This is an optimization exercise on Yosys and OpenROAD, whose aim is small area, not a production implementation.
In this exercise RTL edits were held to simulation tests only and were not proved equivalent to the original.
Power and IR drop assume default switching activity.

==> design/flow/design.v <==
module dxpc (
    input  wire        clk,
    input  wire        rst,           
    input  wire [15:0] t_byte,        
    input  wire        buf_we,
    input  wire [7:0]  buf_waddr,
    input  wire [7:0]  buf_wdata,
    input  wire        cmd_valid,
    output wire        cmd_ready,
    input  wire [3:0]  cmd_op,
    input  wire [7:0]  cmd_id,
    input  wire [7:0]  cmd_cmd,
    input  wire [7:0]  cmd_addr,
    input  wire [7:0]  cmd_count,
    input  wire [7:0]  cmd_width,
    input  wire [15:0] cmd_value,
    input  wire [7:0]  cmd_len,
    output wire        tx_valid,
    output wire [7:0]  tx_data,
    input  wire        tx_ready,
    input  wire        rx_valid,
    input  wire [7:0]  rx_data,
    output wire        rx_ready,
    output wire        res_valid,
    input  wire        res_ready,
    output wire [3:0]  res_status,
    output wire [2:0]  res_kind,
    output wire [3:0]  info_state,
    output wire [7:0]  info_byte,
    output wire [7:0]  info_expected,
    output wire [7:0]  info_received,
    output wire [7:0]  info_code,
    output wire [7:0]  info_count,
    output wire [7:0]  res_pid,
    output wire [7:0]  res_plen,
    output wire [7:0]  res_pcmd,
    output wire [7:0]  res_pn,
    output wire [15:0] res_v16,
    output wire [31:0] res_ts,
    input  wire [7:0]  rd_idx,
    output wire [7:0]  rd_data,
    output wire [15:0] rd_pos
);
    localparam [3:0] H_SEND = 4'h1, H_RECV = 4'h2, H_PING = 4'h3,
                     H_READ = 4'h4, H_WRITE = 4'h5, H_SWRITE = 4'h6,
                     H_SREAD = 4'h7, H_TON = 4'h8, H_TOFF = 4'h9,
                     H_SETPOS = 4'hA, H_READPOS = 4'hB, H_FLUSH = 4'hC;
    localparam [3:0] S_OK = 4'd0, S_TIMEOUT = 4'd1, S_FRAMING = 4'd2,
                     S_CHECKSUM = 4'd3, S_EMPTY = 4'd4, S_MALFLEN = 4'd5,
                     S_DEVICE = 4'd6, S_MALREQ = 4'd7, S_LENGTH = 4'd8,
                     S_ILLEGAL = 4'd9;
    localparam [2:0] PH_IDLE = 3'd0, PH_CHECK = 3'd1, PH_SCAN = 3'd2,
                     PH_TX = 3'd3, PH_RX = 3'd4, PH_INTERP = 3'd5,
                     PH_MUL = 3'd6, PH_RESULT = 3'd7;
    localparam [3:0] T_H1 = 4'd0, T_H2 = 4'd1, T_ID = 4'd2, T_LEN = 4'd3,
                     T_CMD = 4'd4, T_P0 = 4'd5, T_P1 = 4'd6, T_P2 = 4'd7,
                     T_BODY = 4'd8, T_CHK = 4'd9;
    localparam [3:0] PS_AH1 = 4'd1, PS_AH2 = 4'd2, PS_RID = 4'd3,
                     PS_RLEN = 4'd4, PS_RCMD = 4'd5, PS_RPAR = 4'd6,
                     PS_RCHK = 4'd7;
    reg [2:0]  phase;
    reg [3:0]  sub;           
    reg [3:0]  op;
    reg [7:0]  c_id;          
    reg [7:0]  c_x;           
    reg [7:0]  c_y;           
    reg [7:0]  c_z;           
    reg [8:0]  ax;            
    reg [15:0] cnt;           
    reg [7:0]  sum;           
    reg [7:0]  p_len;
    reg [3:0]  st;            
    wire o_send    = (op == H_SEND);
    wire o_recv    = (op == H_RECV);
    wire o_ping    = (op == H_PING);
    wire o_read    = (op == H_READ);
    wire o_write   = (op == H_WRITE);
    wire o_swrite  = (op == H_SWRITE);
    wire o_sread   = (op == H_SREAD);
    wire o_ton     = (op == H_TON);
    wire o_toff    = (op == H_TOFF);
    wire o_setpos  = (op == H_SETPOS);
    wire o_readpos = (op == H_READPOS);
    wire o_flush   = (op == H_FLUSH);
    wire o_rsvd    = (op == 4'h0) || (op >= 4'hD);
    wire id_ff = (c_id == 8'hFF);
    wire id_fe = (c_id == 8'hFE);
    wire [7:0] n = p_len - 8'd2;     
    reg [8*127-1:0] me;
    reg [8*126-1:0] mo;
    wire [7:0] w1 = c_y;
    wire [7:0] w2 = {c_y[6:0], 1'b0};
    wire [7:0] w3 = w1 + w2;
    function [7:0] pick;
        input [1:0] d;
        input [7:0] m1, m2, m3;
        begin
            case (d)
                2'd0:    pick = 8'd0;
                2'd1:    pick = m1;
                2'd2:    pick = m2;
                default: pick = m3;
            endcase
        end
    endfunction
    wire [7:0] pp0 = pick(rd_idx[1:0], w1, w2, w3);
    wire [5:0] pp1 = pick(rd_idx[3:2], w1, w2, w3);
    wire [3:0] pp2 = pick(rd_idx[5:4], w1, w2, w3);
    wire [1:0] pp3 = pick(rd_idx[7:6], w1, w2, w3);
    wire [7:0] pos_a = 8'd4 + pp0 + {pp1, 2'b00} + {pp2, 4'b0000} + {pp3, 6'b000000};
    reg  [7:0] a;
    always @(*) begin
        if (phase == PH_IDLE)
            a = buf_waddr;
        else if (phase == PH_RESULT)
            a = o_sread ? pos_a : rd_idx;
        else
            a = ax[7:0];
    end
    wire [6:0] x = a[7:1];
    wire       c = a[0];
    reg  [15:0] lo_o, lo_e;
    reg  [7:0]  hi_o, hi_e;
    wire        carry = c && (x[3:0] == 4'd15);
    integer i, j;
    always @(*) begin
        for (i = 0; i < 16; i = i + 1)
            lo_o[i] = (x[3:0] == i);
        for (i = 0; i < 8; i = i + 1)
            hi_o[i] = (x[6:4] == i);
        for (i = 0; i < 16; i = i + 1)
            lo_e[i] = c ? lo_o[(i + 15) % 16] : lo_o[i];
        hi_e[0] = !carry && hi_o[0];
        for (i = 1; i < 8; i = i + 1)
            hi_e[i] = carry ? hi_o[i - 1] : hi_o[i];
    end
    wire rx_ready_w = (phase == PH_RX);
    wire pop        = rx_ready_w && rx_valid;
    wire we = (phase == PH_IDLE) ? buf_we : (pop && sub == PS_RPAR);
    wire [7:0] wd = (phase == PH_IDLE) ? buf_wdata : rx_data;
    wire [7:0] hw_e = hi_e & {8{we && !c}};
    wire [7:0] hw_o = hi_o & {8{we && c}};
    reg [7:0] eo, oo, ge, go;
    always @(*) begin
        eo = 8'd0;
        oo = 8'd0;
        for (i = 0; i < 8; i = i + 1) begin
            ge = 8'd0;
            go = 8'd0;
            for (j = 0; j < 16; j = j + 1) begin
                if (16 * i + j < 127)
                    ge = ge | (me[8*(16*i+j) +: 8] & {8{lo_e[j]}});
                if (16 * i + j < 126)
                    go = go | (mo[8*(16*i+j) +: 8] & {8{lo_o[j]}});
            end
            eo = eo | (ge & {8{hi_e[i]}});
            oo = oo | (go & {8{hi_o[i]}});
        end
    end
    always @(posedge clk) begin
        for (i = 0; i < 127; i = i + 1)
            if (hw_e[i / 16] && lo_e[i % 16])
                me[8*i +: 8] <= wd;
        for (i = 0; i < 126; i = i + 1)
            if (hw_o[i / 16] && lo_o[i % 16])
                mo[8*i +: 8] <= wd;
    end
    wire [7:0] rbyte = a[0] ? oo : eo;
    wire       addw  = (phase == PH_MUL) || (phase == PH_SCAN && o_swrite);
    wire       cin   = (phase != PH_MUL);
    wire [8:0] ax_add = ax + {1'b0, addw ? c_y : 8'd0} + {8'd0, cin};
    wire       ax_end = (ax_add[7:0] == ((phase == PH_TX) ? c_z : n));
    wire [15:0] cnt_inc = cnt + 16'd1;
    wire       has_body = o_send || o_write || o_swrite || o_sread;
    wire [7:0] blen     = has_body ? c_z : 8'd0;
    wire [1:0] npre     = o_setpos ? 2'd3 :
                          (o_read || o_readpos || o_ton || o_toff || o_swrite) ? 2'd2 :
                          o_write ? 2'd1 : 2'd0;
    wire [7:0] f_len    = blen + {6'd0, npre} + 8'd2;
    wire       resp     = o_ping || o_read || o_readpos || o_sread ||
                          ((o_write || o_ton || o_toff || o_setpos) && !id_fe);
    wire [3:0] t_rest   = (blen != 8'd0) ? T_BODY : T_CHK;
    reg [7:0] tx_byte;
    always @(*) begin
        case (sub)
            T_ID:    tx_byte = o_swrite ? 8'hFE : o_sread ? 8'hFD : c_id;
            T_LEN:   tx_byte = f_len;
            T_CMD:   tx_byte = o_send ? c_x : o_ping ? 8'h01 :
                               (o_read || o_readpos) ? 8'h02 :
                               o_swrite ? 8'h83 : o_sread ? 8'h84 : 8'h03;
            T_P0:    tx_byte = o_readpos ? 8'h24 : (o_ton || o_toff) ? 8'h18 :
                               o_setpos ? 8'h1E : c_x;
            T_P1:    tx_byte = o_readpos ? 8'h02 : o_ton ? 8'h01 : o_toff ? 8'h00 : c_y;
            T_P2:    tx_byte = c_z;
            T_BODY:  tx_byte = rbyte;
            T_CHK:   tx_byte = ~sum;
            default: tx_byte = 8'hFF;
        endcase
    end
    assign tx_valid = (phase == PH_TX) && cnt[8];
    assign tx_data  = cnt[7:0];
    assign rx_ready = rx_ready_w;
    assign cmd_ready = (phase == PH_IDLE);
    assign res_valid = (phase == PH_RESULT);
    wire [7:0] sum_add = sum + ((phase == PH_TX) ? cnt[7:0] : rx_data);
    always @(posedge clk) begin
        if (rst) begin
            phase <= PH_IDLE;
        end else begin
            case (phase)
            PH_IDLE: begin
                if (cmd_valid) begin
                    op    <= cmd_op;
                    c_id  <= cmd_id;
                    c_x   <= (cmd_op == H_SEND) ? cmd_cmd : cmd_addr;
                    c_y   <= (cmd_op == H_READ) ? cmd_count :
                             (cmd_op == H_SETPOS) ? cmd_value[7:0] : cmd_width;
                    c_z   <= (cmd_op == H_SETPOS) ? cmd_value[15:8] : cmd_len;
                    phase <= PH_CHECK;
                end
            end
            PH_CHECK: begin
                sub <= T_H1;
                sum <= 8'd0;
                ax  <= 9'd0;
                cnt <= 16'd0;
                phase <= PH_TX;
                if (o_rsvd) begin
                    st <= S_ILLEGAL; c_id <= {4'd0, op}; phase <= PH_RESULT;
                end else if (o_flush) begin
                    st <= S_OK; phase <= PH_RESULT;
                end else if (o_recv) begin
                    sub <= PS_AH1; cnt <= 16'd1; phase <= PH_RX;
                end else if (o_swrite || o_sread) begin
                    phase <= PH_SCAN;
                end else if (id_ff) begin
                    st <= S_MALREQ; c_id <= 8'd1; phase <= PH_RESULT;
                end else if ((o_ping || o_read || o_readpos) && id_fe) begin
                    st <= S_MALREQ; c_id <= 8'd2; phase <= PH_RESULT;
                end else if ((o_send && c_z > 8'd253) || (o_write && c_z >= 8'd253)) begin
                    st <= S_MALREQ; c_id <= 8'd3; phase <= PH_RESULT;
                end
            end
            PH_SCAN: begin
                if (cnt[7:0] != c_z && ax < 9'd253) begin
                    if (rbyte > 8'd253) begin
                        st <= S_MALREQ; c_id <= 8'd6; phase <= PH_RESULT;
                    end
                    ax  <= ax_add;
                    cnt <= cnt_inc;
                end else begin
                    ax  <= 9'd0;
                    cnt <= 16'd0;
                    if (o_swrite) begin
                        c_z <= ax[7:0];
                        if (c_z != 8'd0 && c_y[0]) begin
                            st <= S_MALREQ; c_id <= 8'd4; phase <= PH_RESULT;
                        end else if (ax >= 9'd252) begin
                            st <= S_MALREQ; c_id <= 8'd3; phase <= PH_RESULT;
                        end else begin
                            phase <= PH_TX;
                        end
                    end else begin
                        if (c_y < 8'd2) begin
                            st <= S_MALREQ; c_id <= 8'd5; phase <= PH_RESULT;
                        end else if (c_z > 8'd253) begin
                            st <= S_MALREQ; c_id <= 8'd3; phase <= PH_RESULT;
                        end else begin
                            phase <= PH_TX;
                        end
                    end
                end
            end
            PH_TX: begin
                if (!cnt[8]) begin
                    cnt[7:0] <= tx_byte;
                    cnt[8]   <= 1'b1;
                end else if (tx_ready) begin
                    cnt[8] <= 1'b0;
                    sum <= sum_add;
                    case (sub)
                        T_H1:   begin sub <= T_H2; sum <= 8'd0; end
                        T_H2:   begin sub <= T_ID; sum <= 8'd0; end
                        T_ID:   sub <= T_LEN;
                        T_LEN:  sub <= T_CMD;
                        T_CMD:  sub <= (npre != 2'd0) ? T_P0 : t_rest;
                        T_P0:   sub <= (npre > 2'd1) ? T_P1 : t_rest;
                        T_P1:   sub <= (npre > 2'd2) ? T_P2 : t_rest;
                        T_P2:   sub <= t_rest;
                        T_BODY: begin
                            ax <= ax_add;
                            if (ax_end) sub <= T_CHK;
                        end
                        default: begin
                            ax <= 9'd0;
                            if (resp) begin
                                sub <= PS_AH1; cnt <= 16'd1; phase <= PH_RX;
                            end else begin
                                st <= S_OK; phase <= PH_RESULT;
                            end
                        end
                    endcase
                end
            end
            PH_RX: begin
                if (pop) begin
                    cnt <= 16'd1;
                    sum <= sum_add;
                    case (sub)
                        PS_AH1, PS_AH2: begin
                            if (rx_data == 8'hFF) begin
                                sub <= sub + 4'd1;
                            end else begin
                                st <= S_FRAMING; c_id <= rx_data; phase <= PH_RESULT;
                            end
                        end
                        PS_RID: begin
                            c_id <= rx_data;
                            sum  <= rx_data;
                            sub  <= PS_RLEN;
                        end
                        PS_RLEN: begin
                            p_len <= rx_data;
                            if (rx_data < 8'd2) begin
                                st <= S_LENGTH; c_id <= rx_data; phase <= PH_RESULT;
                            end else begin
                                sub <= PS_RCMD;
                            end
                        end
                        PS_RCMD: begin
                            c_x   <= rx_data;
                            sub   <= (p_len == 8'd2) ? PS_RCHK : PS_RPAR;
                        end
                        PS_RPAR: begin
                            ax <= ax_add;
                            if (ax_end) sub <= PS_RCHK;
                        end
                        default: begin  
                            sum <= sum;
                            if (sum_add != 8'hFF) begin
                                st <= S_CHECKSUM; c_id <= rx_data; phase <= PH_RESULT;
                            end else begin
                                phase <= PH_INTERP;
                            end
                        end
                    endcase
                end else if (cnt == t_byte) begin
                    st <= S_TIMEOUT; phase <= PH_RESULT;
                end else begin
                    cnt <= cnt_inc;
                end
            end
            PH_INTERP: begin
                phase <= PH_RESULT;
                ax    <= 9'd4;
                cnt   <= 16'd0;
                if (o_recv) begin
                    st <= S_OK;
                end else if (o_read || o_readpos) begin
                    st <= (n == 8'd0) ? S_EMPTY : S_OK;
                end else if (o_sread) begin
                    if (c_x != 8'd0) begin
                        st <= S_DEVICE;
                    end else if (n < 8'd4) begin
                        st <= S_MALFLEN;
                    end else begin
                        phase <= PH_MUL;
                    end
                end else begin
                    st <= (c_x == 8'd0) ? S_OK : S_DEVICE;
                end
            end
            PH_MUL: begin
                if (cnt[7:0] == c_z) begin
                    st <= (ax == {1'b0, n}) ? S_OK : S_MALFLEN;
                    phase <= PH_RESULT;
                end else if (ax[8]) begin
                    st <= S_MALFLEN;
                    phase <= PH_RESULT;
                end else begin
                    ax  <= ax_add;
                    cnt <= cnt_inc;
                end
            end
            default: begin  
                if (res_ready)
                    phase <= PH_IDLE;
            end
            endcase
        end
    end
    wire s_ok = (st == S_OK);
    wire rdkind = o_read || o_readpos;
    assign res_status    = st;
    assign res_kind      = !s_ok ? 3'd0 :
                           o_recv ? 3'd1 :
                           rdkind ? ((n == 8'd1) ? 3'd2 : (n == 8'd2) ? 3'd3 : 3'd4) :
                           o_sread ? 3'd5 : 3'd0;
    assign info_state    = (st == S_TIMEOUT || st == S_FRAMING) ? sub : 4'd0;
    assign info_byte     = (st == S_FRAMING || st == S_LENGTH) ? c_id : 8'd0;
    assign info_expected = (st == S_CHECKSUM) ? ~sum : 8'd0;
    assign info_received = (st == S_CHECKSUM) ? c_id : 8'd0;
    assign info_code     = (st == S_MALREQ || st == S_ILLEGAL) ? c_id :
                           (st == S_DEVICE) ? c_x : 8'd0;
    assign info_count    = (st == S_MALFLEN) ? n : 8'd0;
    assign res_pid       = c_id;
    assign res_plen      = p_len;
    assign res_pcmd      = c_x;
    assign res_pn        = n;
    assign res_v16       = {(n == 8'd1) ? 8'h00 : mo[7:0], me[7:0]};
    assign res_ts        = {mo[15:8], me[15:8], mo[7:0], me[7:0]};
    assign rd_data       = rbyte;
    assign rd_pos        = a[0] ? {eo, oo} : {oo, eo};
endmodule
==> design/flow/flow/run.sh <==
#!/bin/bash
# Own layout flow: the standard ORFS flow (standard.sh), with these changes:
#  - synthesis maps logic with the ABC script in flow/abc_area.script
#    (ABC_AREA=1 in config.mk selects it); registers are mapped by the
#    standard synthesis steps before ABC, so they are the standard ones;
#  - ports are buffered with sky130_fd_sc_hd__buf_1;
#  - a fanout limit (flow/pre_place.tcl) before global placement, so repair
#    splits the very wide buffer-write-data nets;
#  - CTS with larger sink clusters and without dummy loads.
# Each step's full output is in orfs/logs/; make's output in flow_run.log.
set -euo pipefail
cd "$(dirname "$0")/.."
WORK=$(pwd)
rm -rf "$WORK/scripts_mod"
cp -r "$FLOW_HOME/scripts" "$WORK/scripts_mod"
cp "$WORK/flow/abc_area.script" "$WORK/scripts_mod/abc_area.script"
export SCRIPTS_DIR="$WORK/scripts_mod"
export PRE_GLOBAL_PLACE_TCL="$WORK/flow/pre_place.tcl"
export PRE_RESIZE_TCL="$WORK/flow/pre_place.tcl"
export CTS_ARGS="-sink_clustering_enable -repair_clock_nets -dont_use_dummy_load -sink_clustering_size 20 -sink_clustering_max_diameter 80"
export BUFFER_PORTS_ARGS="-buffer_cell sky130_fd_sc_hd__buf_1"
bash standard.sh > "$WORK/flow_run.log" 2>&1
==> design/flow/flow/abc_area.script <==
strash
&get -n
&st
&b
&dch
&nf -a
&st
&b
&dch
&nf -a
&put
topo
==> design/flow/flow/pre_place.tcl <==
set_max_fanout 24 [current_design]
==> design/flow/standard.sh <==
#!/bin/bash
# synth_recipe.tcl (not shown) runs the flow's synth.tcl, then flattens the netlist and writes it again
# the make line also repeats each setting of config.mk as NAME=value (left out here)
make -C /OpenROAD-flow-scripts/flow DESIGN_CONFIG=/design/flow/config.mk WORK_HOME=/design/flow/orfs CLKGATE_MAP_FILE= SYNTH_SCRIPT=/design/flow/synth_recipe.tcl "${@:-finish}"
==> design/flow/config.mk <==
export PLATFORM = sky130hd
export DESIGN_NAME = dxpc
export DESIGN_NICKNAME = dxpc
export VERILOG_FILES = /design/flow/design.v
export SDC_FILE = /design/flow/constraint.sdc
export NUM_CORES = 4
export LEC_CHECK = 0
export ABC_AREA = 1
export CAP_MARGIN = 20
export CORE_MARGIN = 2
export CORE_UTILIZATION = 55
export PLACE_DENSITY = 0.65
export SETUP_SLACK_MARGIN = 0.2
export SLEW_MARGIN = 20
==> design/flow/constraint.sdc <==
create_clock -name core_clock -period 12.0 [get_ports {clk}]
set_input_delay 2.4000 -clock core_clock [delete_from_list [all_inputs] [get_ports {clk}]]
set_output_delay 2.4000 -clock core_clock [all_outputs]
set_load 0.01 [all_outputs]
==> summary.txt, run 1 <==
Run status
  – Outcome: no timing/DRC/antenna violations

Timing
  – Fmax: about 87 MHz
  – Final Slew Violations: 0
  – Setup Skew: roughly 0.094 ns
  – Final period utilization: a little over nine tenths
  – Tightest Pin Transition: between 1 and 1.5 ns
  – Hold slack: 0.689 ns
  – Final Hold Fails: 0
  – Min Tclk post-route: 11.52 ns
  – # setup viols final: 0
  – Worst-case headroom to the max-slew limit: around 18%
  – Final setup TNS: 0 ns
  – RSZ-0062 raised after global routing: no

CTS
  – Max H-tree Level: 3
  – Clock buffer depth: 3
  – # clock sinks: ~2100
  – Clock Tree Root: clkbuf_16
  – Clock transition at path regs: 0.08 ns
  – CTS tree: done
  – CTS buffer count: approximately 120
  – Cts-stage hold buffer count: 0
  – Worst skew pair latency: 0.79 ns

GRT
  – Gr usage total: 35.6%
  – Overflow after GRT: 0
  – First-pass GRT wire length: ~380000 µm
  – Initial antenna violation count: 6
  – Vias in the first global route: just over 50000
  – Largest net degree at the start of global routing: 25

Synth
  – Top FF cell, synth: edfxtp_1
  – Seq/Total Area, Yosys: 77.7%
  – Mapped Cells: ~4900
  – #FFs+latches synth: 2112
  – Mean post-synth cell area: 16.6 µm²
  – Unique masters post-synth: just under 70
  – Cell area after synthesis: 0.0816 mm²
  – Top cells by area, synth: edfxtp_1 78%, a222oi_1 4.1%, a22oi_1 3.2%
  – Post-Syn Nets: around 5100
  – Compound-Gate Fraction of Synth Area: 12.3%
  – Top cell type by total area after synthesis: edfxtp_1
  – Adder-cell share of the synthesized area: less than 1%
  – Proportion of synthesized area in mux cells: less than 1%
  – Top cell type's share of synthesized area: 77.6%
  – Synth Area in Simple Gates: 7.01%
  – Syn. warnings: 1
  – Largest family of logic cells by synthesized area: compound AO/OA/AOI/OAI gates
  – Post-synthesis async set-or-reset flop share: 0%
  – Synth Area in XOR/XNOR: less than 1%
  – Number of flops mapped to enable cells by yosys: around 2100

Floorplanning
  – Die width: 389 µm
  – IO Pins: 290
  – Row Count: ~140
  – Die area: 0.152 mm²
  – Initial core utilization: between 50% and 60%
  – Die Y: between 300 and 400 µm
  – Core area: 0.147 mm²

Pwr
  – Max rail drop VDD: roughly 240 µV
  – Pwr Total: 23800 µW
  – Leak Pwr: roughly 0.028 µW
  – Power Dens Cells: roughly 260 mW/mm²

Cells and area
  – Leading cell type in the layout, fill and taps excluded: edfxtp_1
  – Most frequent cells in the layout: 2109 x edfxtp_1, 393 x nor2_1, 363 x nand2_1
  – Layout cells sized above 1: approximately a tenth
  – Layout Area Growth over Synthesis: 11.2%
  – Nets: roughly 5800
  – Fin util: about three fifths

Place
  – Detail Placement HPWL: roughly 180000 µm
  – IO Port Bufs: around 290
  – Routability cong.: between 0.9 and 1

Detailed routing
  – Via count: between 50000 and 60000
  – Via density: a little over 7
  – First-pass iteration count of the detailed router: 10
  – DRT iter0 DRCs: 9450
  – Final wirelength: 274000 µm
  – WL/cell: 36.2 µm
  – Number of remaining DRC errors: 0
  – DRT antenna net count: 0

Run
  – Maxcap violations: 0

Critical path
  – Crit. End Element: primary output
  – Required @ worst endpoint: between 9 and 10 ns
  – Critical setup path kind: in -> out
  – Crit path DAT: a little over 9 ns
  – Startpoint Class: input port
  – Crit path max fanout: 12
  – CP cell instances: buf_1 -> nand2_1 -> nor2_1 -> nor3_1 -> ha_1 -> ha_1 -> nor2_1 -> o22ai_1 -> nor2_1 -> and3_1 -> buf_4 -> buf_4 -> a222oi_1 -> nand4b_1 -> o21ai_0 -> o211ai_1 -> nor4b_2 -> a41oi_1 -> buf_4
  – CP Buf/Inv Count: 4
  – CP peak stage delay: a little under 1 ns
  – Slowest CP cell: nor4b_2
  – Delay-heaviest family, CP: simple AND/OR/NAND/NOR gates

Hold path
  – Worst hold path class: reg -> reg
[sequential cells by signal, summed over array words and instances (netlist names), 9 cells and up]
register,flops
mo,1008
me,1016
ax,9
cnt,16
[cell type report]
cell class,count,area [µm²]
Sequential cell,2112,63400
Fill cell,10900,56700
Multi-Input combinational cell,2697,17800
Timing Repair Buffer,653,3980
Clock buffer,119,2980
Tap cell,1930,2410
Inverter,58,218
Antenna cell,4,10.0
[power by group]
| part | internal, µW | switching, µW |
|---|---|---|
| clock network | 1750 | 2220 |
| logic | 2820 | 7380 |
| registers | 9380 | 201 |
| total | 13900 | 9810 |
[cell usage after synthesis (all sizes together), types with 45 or more instances]
master / number
buf: 57
a222oi: 337
a22oi: 351
a31oi: 46
edfxtp: 2109
nand2: 363
ha: 45
nor3: 58
nand3: 129
o21ai: 141
clkinv: 58
nand4: 87
a22o: 57
xnor2: 53
a21oi: 112
nor2: 419
a221oi: 52
[path summary, 6_finish.rpt]
path,startpoint,endpoint,slack [ns],cells after the start
worst max-delay path,rd_idx[2],rd_pos[10],0.48,19
worst min-delay path,cnt[15],cnt[15],0.69,2
worst max register to register,c_y[2],st[3],2.47,29
worst min register to register,cnt[15],cnt[15],0.69,2
[worst min-delay path, cell delays in order, from the launching register on]
cell      delay [ns]
edfxtp_1        0.40
xor2_1          0.09
nor2_1          0.09
[repair_timing]
| action | 4_1_cts | 5_1_grt |
|---|---|---|
| endpoints found under the setup margin | 0 | 2 |
| buffers inserted | 0 | 0 |
| gates resized for setup | 0 | 1 |
[per-stage QoR]
stage	cells	setup slack [ns]	area, µm²
final	7573	0.478	90800
after global routing	7570	0.271	90800
after CTS	7567	0.533	90700
after detailed placement	7448	0.569	87800
after global placement	7446	0.384	87700
after floorplan	4924	0.249	81600
[cell families (layout without fill, tap and decap cells)]
| kind of cell | after synthesis | count (layout) |
|---|---|---|
| DFF | 2112 | 2112 |
| AOI/OAI and AO/OA | 1284 | 1284 |
| and+or+nand+nor | 1245 | 1245 |
| buffers and inverters | 115 | 830 |
| xor gates and xnor gates | 73 | 73 |
| adders and majority gates | 55 | 55 |
| muxes | 40 | 40 |
| other | 0 | 4 |
[routing by layer]
| layer | track usage (%) | wire [µm] | part of all wire [%] | up-vias |
|---|---|---|---|---|
| met5 | 0 | 61 | 0.022 | - |
| met4 | 14.8 | 13100 | 4.8 | 10 |
| met3 | 7.68 | 35700 | 13 | 671 |
| met2 | 54.4 | 124000 | 45 | 4254 |
| met1 | 50.2 | 101000 | 37 | 27000 |
| li1 | - | - | - | 22100 |
==> run 2, diff against run 1 <==
--- a/design/flow/flow/run.sh
+++ b/design/flow/flow/run.sh
@@ -17,6 +17,6 @@
 export SCRIPTS_DIR="$WORK/scripts_mod"
 export PRE_GLOBAL_PLACE_TCL="$WORK/flow/pre_place.tcl"
 export PRE_RESIZE_TCL="$WORK/flow/pre_place.tcl"
-export CTS_ARGS="-sink_clustering_enable -repair_clock_nets -dont_use_dummy_load -sink_clustering_size 20 -sink_clustering_max_diameter 80"
+export CTS_ARGS="-sink_clustering_enable -repair_clock_nets -dont_use_dummy_load -sink_clustering_size 16 -sink_clustering_max_diameter 70 -buf_list {sky130_fd_sc_hd__clkbuf_8}"
 export BUFFER_PORTS_ARGS="-buffer_cell sky130_fd_sc_hd__buf_1"
 bash standard.sh > "$WORK/flow_run.log" 2>&1
==> summary.txt, run 2 <==
Run status
  – Outcome: no timing/DRC/antenna violations

Floorplanning
  – Initial core utilization: 55.3% (unchanged)
  – IO Pins: 290 (unchanged)
  – Core area: 0.147 mm² (unchanged)
  – Row Count: 141 (unchanged)
  – Die width: 389 µm (unchanged)
  – Die Y: 389 µm (unchanged)
  – Die area: 0.152 mm² (unchanged)

GRT
  – Vias in the first global route: 50600 (+0.60%)
  – First-pass GRT wire length: 382000 µm (about the same)
  – Largest net degree at the start of global routing: 25 (unchanged)
  – Overflow after GRT: 0 (unchanged)
  – Initial antenna violation count: 9 (+3)
  – Gr usage total: 35.7% (+0.079 points)

Detailed routing
  – First-pass iteration count of the detailed router: 9 (-1)
  – WL/cell: 36.0 µm (-0.49%)
  – DRT antenna net count: 0 (unchanged)
  – DRT iter0 DRCs: 9566 (+1.2%)
  – Final wirelength: 274000 µm (about the same)
  – Number of remaining DRC errors: 0 (unchanged)
  – Via density: 7.12 (-0.14%)
  – Via count: 54200 (+0.32%)

Critical path
  – Delay-heaviest family, CP: compound AO/OA/AOI/OAI gates
  – CP dominant cell by count: a21oi_1
  – Required @ worst endpoint: 9.60 ns (about the same)
  – CP peak stage delay: 0.75 ns (-0.22 ns)
  – Critical setup path kind: reg -> out
  – Startpoint Class: flip-flop
  – Crit. End Element: primary output
  – Slowest CP cell: edfxtp_1
  – CP Buf/Inv Count: 5 (+1)
  – Crit path max fanout: 11 (-1)
  – Crit path DAT: 9.07 ns (-0.05 ns)

Synth
  – #FFs+latches synth: 2112 (unchanged)
  – Unique masters post-synth: 68 (unchanged)
  – Post-synth top cells: 2109 x edfxtp_1, 419 x nor2_1, 363 x nand2_1
  – Number of flops mapped to enable cells by yosys: 2109 (unchanged)
  – Compound-Gate Fraction of Synth Area: 12.3% (unchanged)
  – Syn. warnings: 1 (unchanged)
  – Seq/Total Area, Yosys: 77.7% (unchanged)
  – Top cell type's share of synthesized area: 77.6% (unchanged)
  – Most frequent cell after synthesis: edfxtp_1
  – Largest family of logic cells by synthesized area: compound AO/OA/AOI/OAI gates
  – Cell area after synthesis: 0.0816 mm² (unchanged)
  – Top cell type by total area after synthesis: edfxtp_1
  – Adder-cell share of the synthesized area: 0.935% (unchanged)
  – Synth Area in XOR/XNOR: 0.783% (unchanged)
  – Top cells by area, synth: edfxtp_1 78%, a222oi_1 4.1%, a22oi_1 3.2%
  – Synth Area in Simple Gates: 7.01% (unchanged)
  – Proportion of synthesized area in mux cells: 0.494% (unchanged)
  – Mapped Cells: 4924 (unchanged)
  – Mean post-synth cell area: 16.6 µm² (unchanged)
  – Top FF cell, synth: edfxtp_1
  – Post-Syn Nets: 5102 (unchanged)
  – Post-synthesis async set-or-reset flop share: 0% (unchanged)

Pwr
  – Design internal power: 13400 µW (-4.2%)
  – Clk pwr share: 14.3% (-2.4 points)
  – Switching share of power: 42.2% (+0.92 points)
  – Power Dens Cells: 257 mW/mm² (-1.8%)
  – Max rail drop VDD: 251 µV (+4.4%)
  – Leak Pwr: 0.0277 µW (-1.3%)
  – Comb pwr share: 44.2% (+1.3 points)
  – P_sw: 9750 µW (-0.53%)
  – Sequential power share: 41.5% (+1.2 points)

CTS
  – Clock Tree Root: clkbuf_8
  – Setup bufs post-CTS: 0 (unchanged)
  – CTS tree: done
  – # clock sinks: 2112 (unchanged)
  – Worst skew pair latency: 0.95 ns (+0.16 ns)
  – Max H-tree Level: 4 (+1)
  – Clock transition at path regs: 0.08 ns (about the same)
  – CTS buffer count: 154 (+29%)
  – Clock buffer depth: 3 (unchanged)
  – Cts-stage hold buffer count: 0 (unchanged)
  – CTS resizes: 0 (unchanged)

Cells and area
  – Biggest regs: me x1016, mo x1008, cnt x16
  – Nets: 5854 (+0.60%)
  – Fin util: 61.0% (-0.58 points)
  – Layout Area Growth over Synthesis: 10.2%
  – Max reg flops: 1016 (unchanged)
  – Most frequent cells in the layout: 2109 x edfxtp_1, 392 x nor2_1, 363 x nand2_1
  – Leading cell type in the layout, fill and taps excluded: edfxtp_1
  – Top reg by flops: me
  – Layout cells sized above 1: 10.2% (+0.59 points)
  – Post-route cell area: 0.0900 mm² (-0.94%)

Place
  – DP Area: 0.0878 mm² (unchanged)
  – Setup WS pre-CTS: 0.569 ns (unchanged)
  – Routability cong.: 0.998 (unchanged)
  – IO Port Bufs: 289 (unchanged)
  – Detail Placement HPWL: 183000 µm (unchanged)

Timing
  – Tightest Pin Transition: 1.26 ns (+0.0335 ns)
  – RSZ-0062 raised after global routing: no
  – Final setup TNS: 0 ns (unchanged)
  – Final Slew Violations: 0 (unchanged)
  – Hold slack: 0.687 ns (-0.00187 ns)
  – Final period utilization: 95.6% (-0.43 points)
  – Fmax: 87.2 MHz (+0.45%)
  – Setup Skew: 0.0814 ns (-0.0127 ns)
  – # setup viols final: 0 (unchanged)
  – Final Hold Fails: 0 (unchanged)
  – Fin worst setup slack: 0.530 ns (+0.0516 ns)
  – Min Tclk post-route: 11.47 ns (-0.0516 ns)
  – Worst-case headroom to the max-slew limit: 16.0% (-2.2 points)

Run
  – Maxcap violations: 0 (unchanged)

Hold path
  – Worst hold path class: reg -> reg
==> run 2: final timing paths <==
| kind | startpoint | to | slack, ns | cells after the start |
|---|---|---|---|---|
| worst min register to register | cnt[15] | cnt[15] | 0.69 | 2 |
| worst min-delay path | cnt[15] | cnt[15] | 0.69 | 2 |
| worst max-delay path | c_y[2] | rd_pos[15] | 0.53 | 27 |
| worst max register to register | c_y[2] | st[1] | 2.53 | 29 |
==> run 2: cell type report <==
type,count,area [µm²]
Clock buffer,154,2120
Sequential cell,2112,63400
Fill cell,11000,57500
Timing Repair Buffer,653,3980
Tap cell,1930,2410
Multi-Input combinational cell,2697,17800
Antenna cell,4,10.0
Inverter,58,218
==> run 2: kinds of logic after synthesis <==
family                   after synthesis
adder cells (fa/ha/maj)               55
AO/OA/AOI/OAI                       1284
AND/OR/NAND/NOR                     1245
flip-flops                          2112
XOR/XNOR                              73
buffers and inverters                115
multiplexers                          40
==> run 2: layer usage <==
layer,wire (µm),GRT usage [%],share of wire (%),vias up
met5,55,0,0.020,-
met4,13400,14.7,4.9,8
met3,36400,8.21,13,652
met2,123000,54.4,45,4297
met1,101000,50.2,37,27100
li1,-,-,-,22100
==> run 2: power by group through the flow <==
stage,combinational [µW],sequential [µW],clock (µW)
after global placement,9730,9740,0
after detailed placement,9800,9740,0
after global routing,10500,9600,3540
after floorplan,4530,10000,0
after CTS,9830,9580,3320
final,10200,9580,3310
==> run 2: through the flow <==
step | total power, µW | cells
after floorplan | 14600 | 4924
after global placement | 19500 | 7446
after detailed placement | 19500 | 7448
after CTS | 22700 | 7602
after global routing | 23600 | 7606
final | 23100 | 7608
==> run 2: worst min-delay path, cell delays in order (launching register included) <==
cell	delay (ns)
edfxtp_1	0.39
xor2_1	0.08
nor2_1	0.09
==> run 3, diff against run 2 <==
==> design/flow/flow/pre_place.tcl (replaced) <==
set_max_fanout 48 [current_design]
--- a/design/flow/config.mk
+++ b/design/flow/config.mk
@@ -10,5 +10,5 @@
 export CORE_MARGIN = 2
 export CORE_UTILIZATION = 55
 export PLACE_DENSITY = 0.65
-export SETUP_SLACK_MARGIN = 0.2
+export SETUP_SLACK_MARGIN = 0.1
 export SLEW_MARGIN = 20
==> summary.txt, run 3 <==
Run status
  – Outcome: no timing/DRC/antenna violations

CTS
  – CTS buffer count: 155 (+0.65%)
  – CTS resizes: 0 (unchanged)
  – # clock sinks: 2112 (unchanged)
  – Setup bufs post-CTS: 0 (unchanged)
  – Max H-tree Level: 4 (unchanged)
  – Clock Tree Root: clkbuf_8
  – Worst skew pair latency: 0.97 ns (+0.02 ns)
  – Cts-stage hold buffer count: 0 (unchanged)
  – CTS tree: done
  – Clock buffer depth: 3 (unchanged)
  – Clock transition at path regs: 0.07 ns (about the same)

Cells and area
  – Nets: 5756 (-1.7%)
  – Leading cell type in the layout, fill and taps excluded: edfxtp_1
  – Layout Area Growth over Synthesis: 9.84%
  – Max reg flops: 1016 (unchanged)
  – Filler cell count: 11000 (+0.36%)
  – Biggest regs: me x1016, mo x1008, cnt x16
  – Top reg by flops: me
  – Layout cells sized above 1: 8.66% (-1.5 points)
  – Post-route cell area: 0.0897 mm² (-0.32%)
  – Most frequent cells in the layout: 2109 x edfxtp_1, 414 x nor2_1, 363 x nand2_1

Floorplanning
  – Die width: 389 µm (unchanged)
  – Die area: 0.152 mm² (unchanged)
  – Die Y: 389 µm (unchanged)
  – Row Count: 141 (unchanged)
  – IO Pins: 290 (unchanged)
  – Core area: 0.147 mm² (unchanged)
  – Initial core utilization: 55.3% (unchanged)

Synth
  – Top cell type's share of synthesized area: 77.6% (unchanged)
  – Largest family of logic cells by synthesized area: compound AO/OA/AOI/OAI gates
  – Top cells by area, synth: edfxtp_1 78%, a222oi_1 4.1%, a22oi_1 3.2%
  – #FFs+latches synth: 2112 (unchanged)
  – Syn. warnings: 1 (unchanged)
  – Proportion of synthesized area in mux cells: 0.494% (unchanged)
  – Post-synth top cells: 2109 x edfxtp_1, 419 x nor2_1, 363 x nand2_1
  – Most frequent cell after synthesis: edfxtp_1
  – Synth Area in XOR/XNOR: 0.783% (unchanged)
  – Post-Syn Nets: 5102 (unchanged)
  – Adder-cell share of the synthesized area: 0.935% (unchanged)
  – Mean post-synth cell area: 16.6 µm² (unchanged)
  – Unique masters post-synth: 68 (unchanged)
  – Mapped Cells: 4924 (unchanged)
  – Synth Area in Simple Gates: 7.01% (unchanged)
  – Cell area after synthesis: 0.0816 mm² (unchanged)
  – Post-synthesis async set-or-reset flop share: 0% (unchanged)
  – Top cell type by total area after synthesis: edfxtp_1
  – Compound-Gate Fraction of Synth Area: 12.3% (unchanged)
  – Top FF cell, synth: edfxtp_1
  – Seq/Total Area, Yosys: 77.7% (unchanged)
  – Number of flops mapped to enable cells by yosys: 2109 (unchanged)

Detailed routing
  – WL/cell: 36.0 µm (+0.13%)
  – DRT iter0 DRCs: 9704 (+1.4%)
  – First-pass iteration count of the detailed router: 8 (-1)
  – DRT antenna net count: 0 (unchanged)
  – Via density: 7.14 (+0.28%)
  – Number of remaining DRC errors: 0 (unchanged)
  – Final wirelength: 271000 µm (-1.1%)
  – Via count: 53600 (-0.99%)

Timing
  – Hold slack: 0.654 ns (-0.0324 ns)
  – Tightest Pin Transition: 1.21 ns (-0.0441 ns)
  – Final Hold Fails: 0 (unchanged)
  – # setup viols final: 0 (unchanged)
  – Final Slew Violations: 0 (unchanged)
  – RSZ-0062 raised after global routing: no
  – Fin worst setup slack: 0.283 ns (-0.247 ns)
  – Setup Skew: 0.132 ns (+0.0505 ns)
  – Min Tclk post-route: 11.72 ns (+0.247 ns)
  – Fmax: 85.3 MHz (-2.1%)
  – Worst-case headroom to the max-slew limit: 19.3% (+3.3 points)
  – Final setup TNS: 0 ns (unchanged)
  – Final period utilization: 97.6% (+2.1 points)

Critical path
  – Critical setup path kind: in -> out
  – Reg2reg start: c_y[2]
  – Slowest CP cell: nor4_1
  – Crit path depth: 25 (-7.4%)
  – Path depth of the worst reg2reg path: 28 (-3.4%)
  – Crit path DAT: 9.32 ns (+0.25 ns)
  – Crit path max fanout: 10 (-1)
  – CP dominant cell by count: buf_4
  – Delay-heaviest family, CP: compound AO/OA/AOI/OAI gates
  – Startpoint Class: input port
  – CP Buf/Inv Count: 7 (+2)
  – Crit. End Element: primary output
  – CP Launch Point: rd_idx[0]
  – Required @ worst endpoint: 9.60 ns (about the same)
  – CP peak stage delay: 0.79 ns (+0.04 ns)

GRT
  – First-pass GRT wire length: 379000 µm (-0.82%)
  – Initial antenna violation count: 6 (-3)
  – Gr usage total: 35.2% (-0.50 points)
  – Vias in the first global route: 50700 (+0.23%)
  – Overflow after GRT: 0 (unchanged)
  – Largest net degree at the start of global routing: 49 (+96%)

Pwr
  – Switching share of power: 42.2% (about the same)
  – Power Dens Cells: 257 mW/mm² (+0.22%)
  – Design internal power: 13300 µW (about the same)
  – Pwr Total: 23100 µW (-0.10%)
  – P_sw: 9740 µW (-0.12%)
  – Sequential power share: 41.6% (about the same)
  – Max rail drop VDD: 163 µV (-35%)
  – Leak Pwr: 0.0273 µW (-1.5%)
  – Clk pwr share: 14.5% (+0.2 points)
  – Comb pwr share: 43.9% (-0.3 points)

Place
  – IO Port Bufs: 289 (unchanged)
  – Routability cong.: 0.964 (-3.4%)
  – Detail Placement HPWL: 175000 µm (-4.4%)
  – Setup WS pre-CTS: 0.632 ns (+0.0628 ns)
  – DP Area: 0.0875 mm² (-0.36%)

Hold path
  – Worst hold start: cnt[15]
  – Worst hold path class: reg -> reg
  – Hold path depth: 2 (unchanged)

Run
  – Maxcap violations: 0 (unchanged)
-- run 3: cell counts after synthesis --
No cell type changed its count.
-- run 3: path summary, 6_finish.rpt --
kind	to	slack, ns
hold / removal	cnt[15]	0.65
setup reg to reg	st[3]	2.58
hold reg to reg	cnt[15]	0.65
setup / recovery	rd_data[0]	0.28
-- run 3: cell families after synthesis --
kind of cell	Yosys count
DFF	2112
muxes	40
and+or+nand+nor	1245
xor gates and xnor gates	73
AOI/OAI and AO/OA	1284
adders and majority gates	55
buffers and inverters	115
-- run 3: through the flow --
stage,std cells,util (%)
after detailed placement,7350,59.3
after CTS,7505,60.7
final,7512,60.8
after global routing,7509,60.8
after global placement,7350,59.3
after floorplan,4924,-
-- run 3: power by group through the flow --
| stage | logic, µW | registers, µW | clock network [µW] |
|---|---|---|---|
| after global routing | 10400 | 9610 | 3570 |
| after detailed placement | 9760 | 9760 | 0 |
| after CTS | 9780 | 9590 | 3340 |
| after floorplan | 4530 | 10000 | 0 |
| after global placement | 9670 | 9760 | 0 |
| final | 10100 | 9600 | 3340 |
-- run 3: worst register-to-register path: cells and delay by family, from the launching register on --
kind / cells / cell delay (ns)
xor+xnor: 1 / 0.21
compound gates: 9 / 3.10
fa+ha+maj: 4 / 1.43
simple gates: 9 / 2.13
buf+inv: 5 / 1.47
flops: 1 / 0.75
-- run 3: cell type report --
type | instances | area, µm² | area share, %
multi-input combinational | 2697 | 17900 | 20.0
timing repair buffer | 554 | 3560 | 3.97
inverter | 58 | 218 | 0.243
antenna | 6 | 15.0 | 0.0167
tap | 1930 | 2410 | 2.69
sequential | 2112 | 63400 | 70.7
clock buffer | 155 | 2130 | 2.38
-- run 3: routing by layer --
| layer | vias up | GRT usage [%] | share of wire [%] |
|---|---|---|---|
| li1 | 21900 | - | - |
| met1 | 26700 | 49.7 | 37 |
| met2 | 4404 | 53.0 | 45 |
| met3 | 654 | 9.18 | 14 |
| met4 | 6 | 13.6 | 4.4 |
| met5 | - | 0 | 0.013 |
==> run 4, diff against run 3 <==
--- a/design/flow/config.mk
+++ b/design/flow/config.mk
@@ -8,7 +8,7 @@
 export ABC_AREA = 1
 export CAP_MARGIN = 20
 export CORE_MARGIN = 2
-export CORE_UTILIZATION = 55
-export PLACE_DENSITY = 0.65
+export CORE_UTILIZATION = 62
+export PLACE_DENSITY = 0.72
 export SETUP_SLACK_MARGIN = 0.1
 export SLEW_MARGIN = 20
==> summary.txt, run 4 <==
Synth
  – Seq/Total Area, Yosys: 77.7% (unchanged)
  – Post-Syn Nets: 5102 (unchanged)
  – Number of flops mapped to enable cells by yosys: 2109 (unchanged)
  – Top cells by area, synth: edfxtp_1 78%, a222oi_1 4.1%, a22oi_1 3.2%
  – Top FF cell, synth: edfxtp_1
  – Top cell type's share of synthesized area: 77.6% (unchanged)
  – Cell area after synthesis: 0.0816 mm² (unchanged)
  – Unique masters post-synth: 68 (unchanged)
  – Syn. warnings: 1 (unchanged)
  – Mean post-synth cell area: 16.6 µm² (unchanged)
  – Mapped Cells: 4924 (unchanged)
  – Top cell type by total area after synthesis: edfxtp_1
  – Most frequent cell after synthesis: edfxtp_1
  – Post-synthesis async set-or-reset flop share: 0% (unchanged)
  – Post-synth top cells: 2109 x edfxtp_1, 419 x nor2_1, 363 x nand2_1
  – #FFs+latches synth: 2112 (unchanged)

CTS
  – CTS tree: done
  – Clock buffer depth: 3 (unchanged)
  – Worst skew pair latency: 0.96 ns (about the same)
  – Clock Tree Root: clkbuf_8
  – Setup bufs post-CTS: 0 (unchanged)
  – Max H-tree Level: 4 (unchanged)
  – Clock transition at path regs: 0.10 ns (+0.03 ns)
  – CTS buffer count: 154 (-0.65%)
  – # clock sinks: 2112 (unchanged)

Timing
  – Min Tclk post-route: 11.60 ns (-0.115 ns)
  – Setup Skew: 0.0908 ns (-0.0411 ns)
  – Final period utilization: 96.7% (-0.95 points)
  – Fmax: 86.2 MHz (+0.99%)
  – Final Slew Violations: 0 (unchanged)
  – Tightest Pin Transition: 1.20 ns (-0.0162 ns)
  – Final Hold Fails: 0 (unchanged)
  – Final setup TNS: 0 ns (unchanged)
  – # setup viols final: 0 (unchanged)
  – RSZ-0062 raised after global routing: no
  – Worst-case headroom to the max-slew limit: 20.0% (+0.78 points)

Cells and area
  – Final Non-Filler Cells: 7328 (-2.4%)
  – Max reg flops: 1016 (unchanged)
  – Most frequent cells in the layout: 2109 x edfxtp_1, 412 x nor2_1, 361 x nand2_1
  – Top reg by flops: me
  – Layout Area Growth over Synthesis: 9.37%
  – Nets: 5748 (-0.14%)
  – Leading cell type in the layout, fill and taps excluded: edfxtp_1
  – Layout cells sized above 1: 8.41% (-0.26 points)
  – Biggest regs: me x1016, mo x1008, cnt x16

Floorplanning
  – Die width: 367 µm (-5.8%)
  – Initial core utilization: 62.2% (+6.9 points)
  – IO Pins: 290 (unchanged)
  – Die area: 0.135 mm² (-11%)
  – Core area: 0.131 mm² (-11%)
  – Die Y: 367 µm (-5.8%)
  – Row Count: 133 (-5.7%)

Critical path
  – Crit. End Element: primary output
  – Critical setup path kind: reg -> out
  – Crit path DAT: 9.20 ns (-0.12 ns)
  – Startpoint Class: flip-flop
  – Required @ worst endpoint: 9.60 ns (about the same)
  – Crit path max fanout: 19 (+9)

Hold path
  – Worst hold path class: reg -> reg

Run
  – Maxcap violations: 0 (unchanged)

Place
  – Cell count after placement: 7168 (-2.5%)
  – Routability cong.: 0.990 (+2.7%)
  – Detail Placement HPWL: 170000 µm (-2.7%)
  – IO Port Bufs: 289 (unchanged)

GRT
  – Grt met1 use: 54.6% (+4.9 points)
  – Overflow after GRT: 0 (unchanged)
  – Initial antenna violation count: 5 (-1)
  – Largest net degree at the start of global routing: 49 (unchanged)
  – Vias in the first global route: 51300 (+1.3%)
  – Routing usage on met3: 10.9% (+1.7 points)
  – Global route hottest layer: met2
  – GR Util met2: 58.0% (+5.0 points)
  – First-pass GRT wire length: 375000 µm (-1.1%)
  – Gr usage total: 39.1% (+3.9 points)

Pwr
  – Leak Pwr: 0.0272 µW (-0.31%)
  – Max rail drop VDD: 185 µV (+13%)
  – Power Dens Cells: 257 mW/mm² (about the same)

Detailed routing
  – WL/cell: 36.3 µm (+0.70%)
  – Via density: 7.41 (+3.8%)
  – DRT iter0 DRCs: 11700 (+21%)
  – First-pass iteration count of the detailed router: 10 (+2)
  – Via count: 54300 (+1.2%)
  – DRT antenna net count: 0 (unchanged)
  – Number of remaining DRC errors: 0 (unchanged)
  – Final wirelength: 266000 µm (-1.8%)

Run status
  – Outcome: no timing/DRC/antenna violations
## run 4: cell count changes in the layout (fill, tap and decap cells not counted), moves of 4 or more
cell / delta
a21oi_1: +9
mux2i_4: -4
buf_1: +4
a21oi_2: -8
buf_4: -10
mux2i_2: +4
## run 4: power by group
group | switching, µW | internal [µW]
clock network | 2150 | 1150
logic | 7310 | 2770
registers | 199 | 9400
## run 4: path summary, 6_finish.rpt
| check | start | endpoint | slack, ns | depth (start not counted) |
|---|---|---|---|---|
| worst min register to register | cnt[15] | cnt[15] | 0.69 | 2 |
| worst max register to register | c_y[2] | st[0] | 2.15 | 30 |
| worst min-delay path | cnt[15] | cnt[15] | 0.69 | 2 |
| worst max-delay path | c_y[2] | rd_pos[10] | 0.40 | 26 |
## run 4: critical path, cell delays in order (launching register included)
cell and delay (ns):
edfxtp_1 0.77, clkinv_1 0.28, ha_1 0.41, a21oi_1 0.22
o21bai_1 0.09, a21oi_1 0.18, xor2_1 0.21, nor2_1 0.06
a221oi_1 0.29, fa_1 0.49, fa_1 0.50, clkinv_1 0.06
ha_1 0.30, a21oi_1 0.16, xor2_1 0.20, xnor2_1 0.16
xnor2_1 0.11, a31o_1 0.23, o21ai_0 0.35, buf_4 0.27
a21o_1 0.13, buf_4 0.28, a21oi_1 0.30, nor2_1 0.66
a22oi_1 0.48, a41oi_1 0.78, buf_4 0.25
## run 4: cell type report
| type | count | area (µm²) |
|---|---|---|
| antenna | 5 | 12.5 |
| clock buffer | 154 | 2120 |
| fill | 8753 | 41900 |
| inverter | 58 | 218 |
| multi-input combinational | 2697 | 17900 |
| sequential | 2112 | 63400 |
| tap | 1755 | 2200 |
| timing repair buffer | 547 | 3470 |
## run 4: layer usage
metal	share of wire [%]	wire length, µm
met1	35	92100
met4	5.4	14300
met2	44	118000
met3	16	41800
met5	0.012	32
## run 4: timing repair
action	in CTS	in global routing
gates resized for setup	0	1
endpoints found under the setup margin	0	1
hold buffers	0	0
## run 4: stage by stage
| step | utilization (%) | setup slack, ns | hold WS, ns | power [µW] | instance area, µm² |
|---|---|---|---|---|---|
| final | 68.1 | 0.397 | 0.693 | 23000 | 89300 |
| after global routing | 68.1 | 0.111 | 0.743 | 23400 | 89300 |
| after CTS | 68.0 | 0.327 | 0.672 | 22500 | 89200 |
| after detailed placement | 66.4 | 0.485 | 0.651 | 19300 | 87100 |
| after global placement | 66.4 | 0.386 | 0.631 | 19300 | 87100 |
| after floorplan | - | 0.160 | 0.601 | 14600 | 81600 |
## run 4: kinds of logic (layout without fill, tap and decap cells)
logic type               Yosys count  after routing  share of synthesized area [%]
AO/OA/AOI/OAI                   1284           1284                           12.3
AND/OR/NAND/NOR                 1245           1245                           7.01
other                              0              5                              0
multiplexers                      40             40                          0.494
XOR/XNOR                          73             73                          0.783
adder cells (fa/ha/maj)           55             55                          0.935
buffers and inverters            115            759                          0.791
flip-flops                      2112           2112                           77.7
==> run 5, diff against run 4 <==
--- a/design/flow/config.mk
+++ b/design/flow/config.mk
@@ -8,7 +8,7 @@
 export ABC_AREA = 1
 export CAP_MARGIN = 20
 export CORE_MARGIN = 2
-export CORE_UTILIZATION = 62
-export PLACE_DENSITY = 0.72
+export CORE_UTILIZATION = 68
+export PLACE_DENSITY = 0.78
 export SETUP_SLACK_MARGIN = 0.1
 export SLEW_MARGIN = 20
==> summary.txt, run 5 <==
Pwr
  – Switching share of power: 41.9% (-0.079 points)
  – Clk pwr share: 14.5% (about the same)
  – Leak Pwr: 0.0270 µW (-0.56%)
  – P_sw: 9510 µW (-1.5%)
  – Design internal power: 13200 µW (-1.2%)
  – Sequential power share: 42.3% (+0.5 points)
  – Power Dens Cells: 255 mW/mm² (-0.90%)
  – Max rail drop VDD: 227 µV (+23%)
  – Comb pwr share: 43.2% (-0.7 points)

Synth
  – Syn. warnings: 1 (unchanged)
  – Unique masters post-synth: 68 (unchanged)
  – #FFs+latches synth: 2112 (unchanged)
  – Post-Syn Nets: 5102 (unchanged)
  – Top FF cell, synth: edfxtp_1
  – Cell area after synthesis: 0.0816 mm² (unchanged)
  – Most frequent cell after synthesis: edfxtp_1
  – Post-synth top cells: 2109 x edfxtp_1, 419 x nor2_1, 363 x nand2_1
  – Top cell type by total area after synthesis: edfxtp_1
  – Post-synthesis async set-or-reset flop share: 0% (unchanged)
  – Top cell type's share of synthesized area: 77.6% (unchanged)
  – Top cells by area, synth: edfxtp_1 78%, a222oi_1 4.1%, a22oi_1 3.2%
  – Seq/Total Area, Yosys: 77.7% (unchanged)
  – Number of flops mapped to enable cells by yosys: 2109 (unchanged)
  – Mapped Cells: 4924 (unchanged)
  – Mean post-synth cell area: 16.6 µm² (unchanged)

Detailed routing
  – Via density: 7.64 (+3.2%)
  – Number of remaining DRC errors: 0 (unchanged)
  – Final wirelength: 262000 µm (-1.5%)
  – First-pass iteration count of the detailed router: 14 (+4)
  – DRT iter0 DRCs: 12900 (+9.6%)
  – DRT antenna net count: 0 (unchanged)
  – Via count: 54800 (+0.91%)
  – WL/cell: 36.5 µm (+0.73%)

Timing
  – # setup viols final: 0 (unchanged)
  – Final Slew Violations: 0 (unchanged)
  – Final setup TNS: 0 ns (unchanged)
  – RSZ-0062 raised after global routing: no
  – Final Hold Fails: 0 (unchanged)
  – Worst-case headroom to the max-slew limit: 19.4% (-0.68 points)
  – Tightest Pin Transition: 1.21 ns (+0.0101 ns)
  – Setup Skew: 0.108 ns (+0.0174 ns)
  – Min Tclk post-route: 11.63 ns (+0.0233 ns)
  – Hold slack: 0.668 ns (-0.0247 ns)
  – Fmax: 86.0 MHz (-0.20%)
  – Final period utilization: 96.9% (+0.19 points)

CTS
  – Worst skew pair latency: 0.96 ns (about the same)
  – Clock transition at path regs: 0.10 ns (about the same)
  – Clock buffer depth: 3 (unchanged)
  – Setup bufs post-CTS: 0 (unchanged)
  – CTS tree: done
  – # clock sinks: 2112 (unchanged)
  – Clock Tree Root: clkbuf_8
  – CTS buffer count: 154 (unchanged)
  – Max H-tree Level: 4 (unchanged)

Cells and area
  – Post-route cell area: 0.0889 mm² (-0.44%)
  – Top reg by flops: me
  – Biggest regs: me x1016, mo x1008, cnt x16
  – Leading cell type in the layout, fill and taps excluded: edfxtp_1
  – Max reg flops: 1016 (unchanged)
  – Layout cells sized above 1: 8.12% (-0.29 points)
  – Most frequent cells in the layout: 2109 x edfxtp_1, 399 x nor2_1, 363 x nand2_1
  – Layout Area Growth over Synthesis: 8.89%
  – Fin util: 74.4% (+6.3 points)
  – Nets: 5724 (-0.42%)

Floorplanning
  – Die Y: 350 µm (-4.5%)
  – IO Pins: 290 (unchanged)
  – Die area: 0.123 mm² (-8.7%)
  – Initial core utilization: 68.3% (+6.1 points)
  – Core area: 0.119 mm² (-8.9%)
  – Die width: 350 µm (-4.5%)
  – Row Count: 127 (-4.5%)

Critical path
  – Required @ worst endpoint: 9.60 ns (about the same)
  – Crit. End Element: primary output
  – Critical setup path kind: reg -> out
  – Startpoint Class: flip-flop
  – Crit path DAT: 9.23 ns (+0.03 ns)
  – Crit path max fanout: 11 (-8)

GRT
  – Gr usage total: 42.5% (+3.4 points)
  – Overflow after GRT: 0 (unchanged)
  – First-pass GRT wire length: 367000 µm (-2.0%)
  – Largest net degree at the start of global routing: 49 (unchanged)
  – Initial antenna violation count: 11 (+6)
  – Vias in the first global route: 51400 (+0.039%)

Place
  – IO Port Bufs: 289 (unchanged)
  – DP Area: 0.0867 mm² (-0.47%)
  – Detail Placement HPWL: 167000 µm (-2.0%)
  – Routability cong.: 0.988 (-0.21%)

Run
  – Maxcap violations: 0 (unchanged)

Run status
  – Outcome: no timing/DRC/antenna violations

Hold path
  – Worst hold path class: reg -> reg
## run 5: cell counts after synthesis
Identical to the previous run, type by type.
## run 5: timing repair
action | in CTS | in global routing
resized for setup | 0 | 2
endpoints found under the setup margin | 0 | 3
hold buffers | 0 | 0
## run 5: critical path, cell delays in order (launching register included)
cell and delay (ns):
edfxtp_1 0.76, clkinv_1 0.28, ha_1 0.41, a21oi_1 0.23, o21bai_1 0.09, a21oi_1 0.18
xor2_1 0.18, nor2_1 0.05, a221oi_1 0.30, fa_1 0.49, fa_1 0.53, clkinv_1 0.07
ha_1 0.30, a21oi_1 0.17, xor2_1 0.19, xnor2_1 0.15, xnor2_1 0.17, a31o_1 0.17
o21ai_0 0.10, buf_4 0.21, a211oi_1 0.94, mux2i_1 0.31, buf_4 0.28, a31oi_1 0.48
nor4_1 0.24, buf_4 0.20, a31oi_2 0.61, buf_1 0.21
## run 5: cells by family after synthesis
family / share of synthesized area [%]
AOI/OAI and AO/OA: 12.3
DFF: 77.7
and+or+nand+nor: 7.01
adders and majority gates: 0.935
buffers and inverters: 0.791
xor gates and xnor gates: 0.783
muxes: 0.494
## run 5: path summary, 6_finish.rpt
check / from / end / slack (ns) / depth (start not counted)
worst min register to register: cnt[15] / cnt[15] / 0.67 / 2
worst min-delay path: cnt[15] / cnt[15] / 0.67 / 2
worst max-delay path: c_y[2] / rd_pos[13] / 0.37 / 27
worst max register to register: c_y[2] / st[2] / 2.30 / 31
## run 5: power by group through the flow
stage          clock [µW]  combinational (µW)  sequential [µW]
4_1_cts              3260                9250             9590
5_1_grt              3490                9960             9610
3_3_place_gp            0                9080             9750
2_1_floorplan           0                4530            10000
3_5_place_dp            0                9220             9750
6_report             3290                9790             9600
## run 5: final cells by class
type | instances | area, µm²
multi-input combinational | 2697 | 17900
timing repair buffer | 523 | 3260
clock buffer | 154 | 2120
fill | 7123 | 30600
inverter | 58 | 218
tap | 1612 | 2020
antenna | 8 | 20.0
sequential | 2112 | 63400
## run 5: metal layers
layer / vias to the layer above / GRT usage [%] / wire, µm
met2: 5610 / 62.7 / 116000
met3: 938 / 13.6 / 44400
li1: 21800 / - / -
met5: - / 0 / 111
met1: 26400 / 58.2 / 86500
met4: 12 / 20.6 / 14900
## run 5: metrics by stage
| stage | total power [µW] | setup slack [ns] | cells |
|---|---|---|---|
| 5_1_grt | 23100 | 0.269 | 7159 |
| 6_report | 22700 | 0.374 | 7164 |
| 3_5_place_dp | 19000 | 0.432 | 6999 |
| 2_1_floorplan | 14600 | 0.160 | 4924 |
| 4_1_cts | 22100 | 0.380 | 7153 |
| 3_3_place_gp | 18800 | 0.577 | 6998 |
==> run 6, diff against run 5 <==
--- a/design/flow/config.mk
+++ b/design/flow/config.mk
@@ -8,7 +8,7 @@
 export ABC_AREA = 1
 export CAP_MARGIN = 20
 export CORE_MARGIN = 2
-export CORE_UTILIZATION = 68
-export PLACE_DENSITY = 0.78
+export CORE_UTILIZATION = 75
+export PLACE_DENSITY = 0.85
 export SETUP_SLACK_MARGIN = 0.1
 export SLEW_MARGIN = 20
==> summary.txt, run 6 <==
Run status
  – Outcome: no timing/DRC/antenna violations

Cells and area
  – Most frequent cells in the layout: 2109 x edfxtp_1, 406 x nor2_1, 362 x nand2_1
  – Leading cell type in the layout, fill and taps excluded: edfxtp_1
  – Layout cells sized above 1: 7.99% (-0.13 points)
  – Layout Area Growth over Synthesis: 8.42%
  – Nets: 5724 (unchanged)
  – Fin util: 81.6% (+7.3 points)
  – Biggest regs: me x1016, mo x1008, cnt x16
  – Max reg flops: 1016 (unchanged)
  – Top reg by flops: me
  – Final Non-Filler Cells: 6968 (-2.7%)
  – Filler cell count: 5257 (-26%)

Synth
  – #FFs+latches synth: 2112 (unchanged)
  – Top FF cell, synth: edfxtp_1
  – Post-Syn Nets: 5102 (unchanged)
  – Post-synthesis async set-or-reset flop share: 0% (unchanged)
  – Cell area after synthesis: 0.0816 mm² (unchanged)
  – Post-synth top cells: 2109 x edfxtp_1, 419 x nor2_1, 363 x nand2_1
  – Mean post-synth cell area: 16.6 µm² (unchanged)
  – Unique masters post-synth: 68 (unchanged)
  – Seq/Total Area, Yosys: 77.7% (unchanged)
  – Top cell type's share of synthesized area: 77.6% (unchanged)
  – Number of flops mapped to enable cells by yosys: 2109 (unchanged)
  – Top cell type by total area after synthesis: edfxtp_1
  – Top cells by area, synth: edfxtp_1 78%, a222oi_1 4.1%, a22oi_1 3.2%
  – Most frequent cell after synthesis: edfxtp_1
  – Mapped Cells: 4924 (unchanged)
  – Syn. warnings: 1 (unchanged)

Timing
  – RSZ-0062 raised after global routing: no
  – Worst-case headroom to the max-slew limit: 12.0% (-7.4 points)
  – Tightest Pin Transition: 1.32 ns (+0.112 ns)
  – Fmax: 86.9 MHz (+1.0%)
  – Min Tclk post-route: 11.51 ns (-0.120 ns)
  – Final setup TNS: 0 ns (unchanged)
  – Final Hold Fails: 0 (unchanged)
  – # setup viols final: 0 (unchanged)
  – Final Slew Violations: 0 (unchanged)
  – Setup Skew: 0.0715 ns (-0.0368 ns)
  – Final period utilization: 95.9% (-1.0 points)

CTS
  – Cts-stage hold buffer count: 0 (unchanged)
  – Worst skew pair latency: 0.92 ns (-0.04 ns)
  – Clock Tree Root: clkbuf_8
  – Max H-tree Level: 4 (unchanged)
  – # clock sinks: 2112 (unchanged)
  – Clock buffer depth: 3 (unchanged)
  – Setup bufs post-CTS: 0 (unchanged)
  – CTS buffer count: 152 (-1.3%)
  – CTS resizes: 0 (unchanged)
  – CTS tree: done
  – Clock transition at path regs: 0.10 ns (about the same)

GRT
  – Gr usage total: 47.5% (+5.0 points)
  – Initial antenna violation count: 10 (-1)
  – First-pass GRT wire length: 374000 µm (+1.7%)
  – Overflow after GRT: 0 (unchanged)
  – Grt met1 use: 63.8% (+5.6 points)
  – Global route hottest layer: met2
  – Largest net degree at the start of global routing: 49 (unchanged)
  – Vias in the first global route: 53200 (+3.7%)
  – GR Util met2: 69.1% (+6.4 points)
  – Routing usage on met3: 17.4% (+3.8 points)

Critical path
  – Critical setup path kind: in -> out
  – Crit path max fanout: 10 (-1)
  – Startpoint Class: input port
  – Crit. End Element: primary output
  – Required @ worst endpoint: 9.60 ns (about the same)
  – Crit path DAT: 9.11 ns (-0.12 ns)

Detailed routing
  – First-pass iteration count of the detailed router: 10 (-4)
  – DRT iter0 DRCs: 13400 (+4.5%)
  – WL/cell: 38.1 µm (+4.2%)
  – Via density: 8.06 (+5.5%)
  – Number of remaining DRC errors: 0 (unchanged)
  – Via count: 56200 (+2.6%)
  – DRT antenna net count: 0 (unchanged)
  – Final wirelength: 265000 µm (+1.3%)

Place
  – IO Port Bufs: 289 (unchanged)
  – Routability cong.: 1.02 (+2.9%)
  – Detail Placement HPWL: 170000 µm (+1.7%)
  – Cell count after placement: 6800 (-2.8%)

Floorplanning
  – Die width: 334 µm (-4.7%)
  – Row Count: 121 (-4.7%)
  – IO Pins: 290 (unchanged)
  – Die Y: 334 µm (-4.7%)
  – Die area: 0.111 mm² (-9.2%)
  – Initial core utilization: 75.3% (+7.0 points)
  – Core area: 0.108 mm² (-9.3%)

Pwr
  – Leak Pwr: 0.0270 µW (about the same)
  – Max rail drop VDD: 243 µV (+6.6%)
  – Power Dens Cells: 258 mW/mm² (+1.0%)

Hold path
  – Worst hold path class: reg -> reg

Run
  – Maxcap violations: 0 (unchanged)
## run 6: worst max-delay path: stages
cell,delay (ns)
buf_1,0.34
nand2_1,0.27
nor2_1,0.15
a21oi_1,0.07
fa_1,0.45
ha_1,0.29
ha_1,0.28
nor2_1,0.04
o22ai_1,0.36
buf_4,0.25
and2_0,0.28
nand3_1,0.34
nor2_1,0.74
mux2i_2,0.85
a31oi_1,0.14
a2111oi_1,1.03
a31oi_1,0.54
buf_1,0.25
## run 6: per-stage QoR
| stage | setup WS (ns) | power [µW] | hold slack (ns) | cell area, µm² |
|---|---|---|---|---|
| 3_5_place_dp | 0.711 | 18900 | 0.634 | 86300 |
| 2_1_floorplan | 0.160 | 14600 | 0.601 | 81600 |
| 6_report | 0.494 | 22800 | 0.656 | 88500 |
| 4_1_cts | 0.706 | 22000 | 0.659 | 88400 |
| 5_1_grt | 0.292 | 23000 | 0.679 | 88500 |
| 3_3_place_gp | 0.937 | 18700 | 0.629 | 86300 |
## run 6: where the power goes
| part | leakage, µW | total, µW | switching, µW | internal, µW |
|---|---|---|---|---|
| Clock | 0.00109 | 3260 | 2130 | 1140 |
| Combinational | 0.00686 | 9930 | 7350 | 2580 |
| Sequential | 0.0191 | 9600 | 207 | 9400 |
| Total | 0.0270 | 22800 | 9680 | 13100 |
## run 6: final timing paths
kind / startpoint / to / slack (ns) / cells past startpoint
min reg2reg: cnt[15] / cnt[15] / 0.66 / 2
min: cnt[15] / cnt[15] / 0.66 / 2
max: rd_idx[0] / rd_pos[12] / 0.49 / 18
max reg2reg: c_y[3] / st[2] / 2.44 / 29
## run 6: area by class of cell
cell class / count / area, µm² / share of cell area [%]
multi-input cells: 2697 / 17800 / 20.1
well taps: 1414 / 1770 / 2.00
repair buffers: 525 / 3180 / 3.59
diodes: 10 / 25.0 / 0.0283
clock buffers: 152 / 2090 / 2.36
flip-flops and latches: 2112 / 63400 / 71.6
inverters: 58 / 218 / 0.246
## run 6: cell families after synthesis
| logic type | Yosys count | share of synthesized area, % |
|---|---|---|
| AOI/OAI and AO/OA | 1284 | 12.3 |
| xor gates and xnor gates | 73 | 0.783 |
| adders and majority gates | 55 | 0.935 |
| buffers and inverters | 115 | 0.791 |
| DFF | 2112 | 77.7 |
| muxes | 40 | 0.494 |
| and+or+nand+nor | 1245 | 7.01 |
## run 6: metal layers
layer / routed length, µm / vias to the layer above
li1: - / 21800
met1: 80900 / 26400
met2: 115000 / 6729
met3: 50900 / 1226
met4: 18000 / 6
met5: 43 / -

==> port drivers added, routing unchanged <==
No port has a modelled driver above. Below, the same layouts with a new extraction and two added sets of constraints. Step 1: set_driving_cell puts a clkbuf_16 on clk and a buf_2 on each other input, an assumption about the parent block. Step 2 also shifts input and output timing later by t, the mid clock arrival at the registers, as if the neighbouring blocks saw the same clock. a / b / c = no drivers / after step 1 / after step 2; a / b = the first two.
run	shift t [ns]	slack for setup (ns)	slew at the worst register clock pin (ns)
run 1	0.827	0.478 / 0.450 / 0.450	0.09 / 0.09
run 2	0.988	0.530 / 0.453 / 0.532	0.11 / 0.11
run 3	0.982	0.283 / 0.250 / 0.250	0.11 / 0.11
run 4	0.984	0.397 / 0.325 / 0.399	0.11 / 0.11
run 5	0.981	0.374 / 0.296 / 0.454	0.11 / 0.11
run 6	0.957	0.494 / 0.424 / 0.424	0.11 / 0.11
After both steps every run listed still meets setup and hold. The setup slack of run 6, which loses most, moves by -0.070 ns with the drivers and by -0.070 ns with both steps.
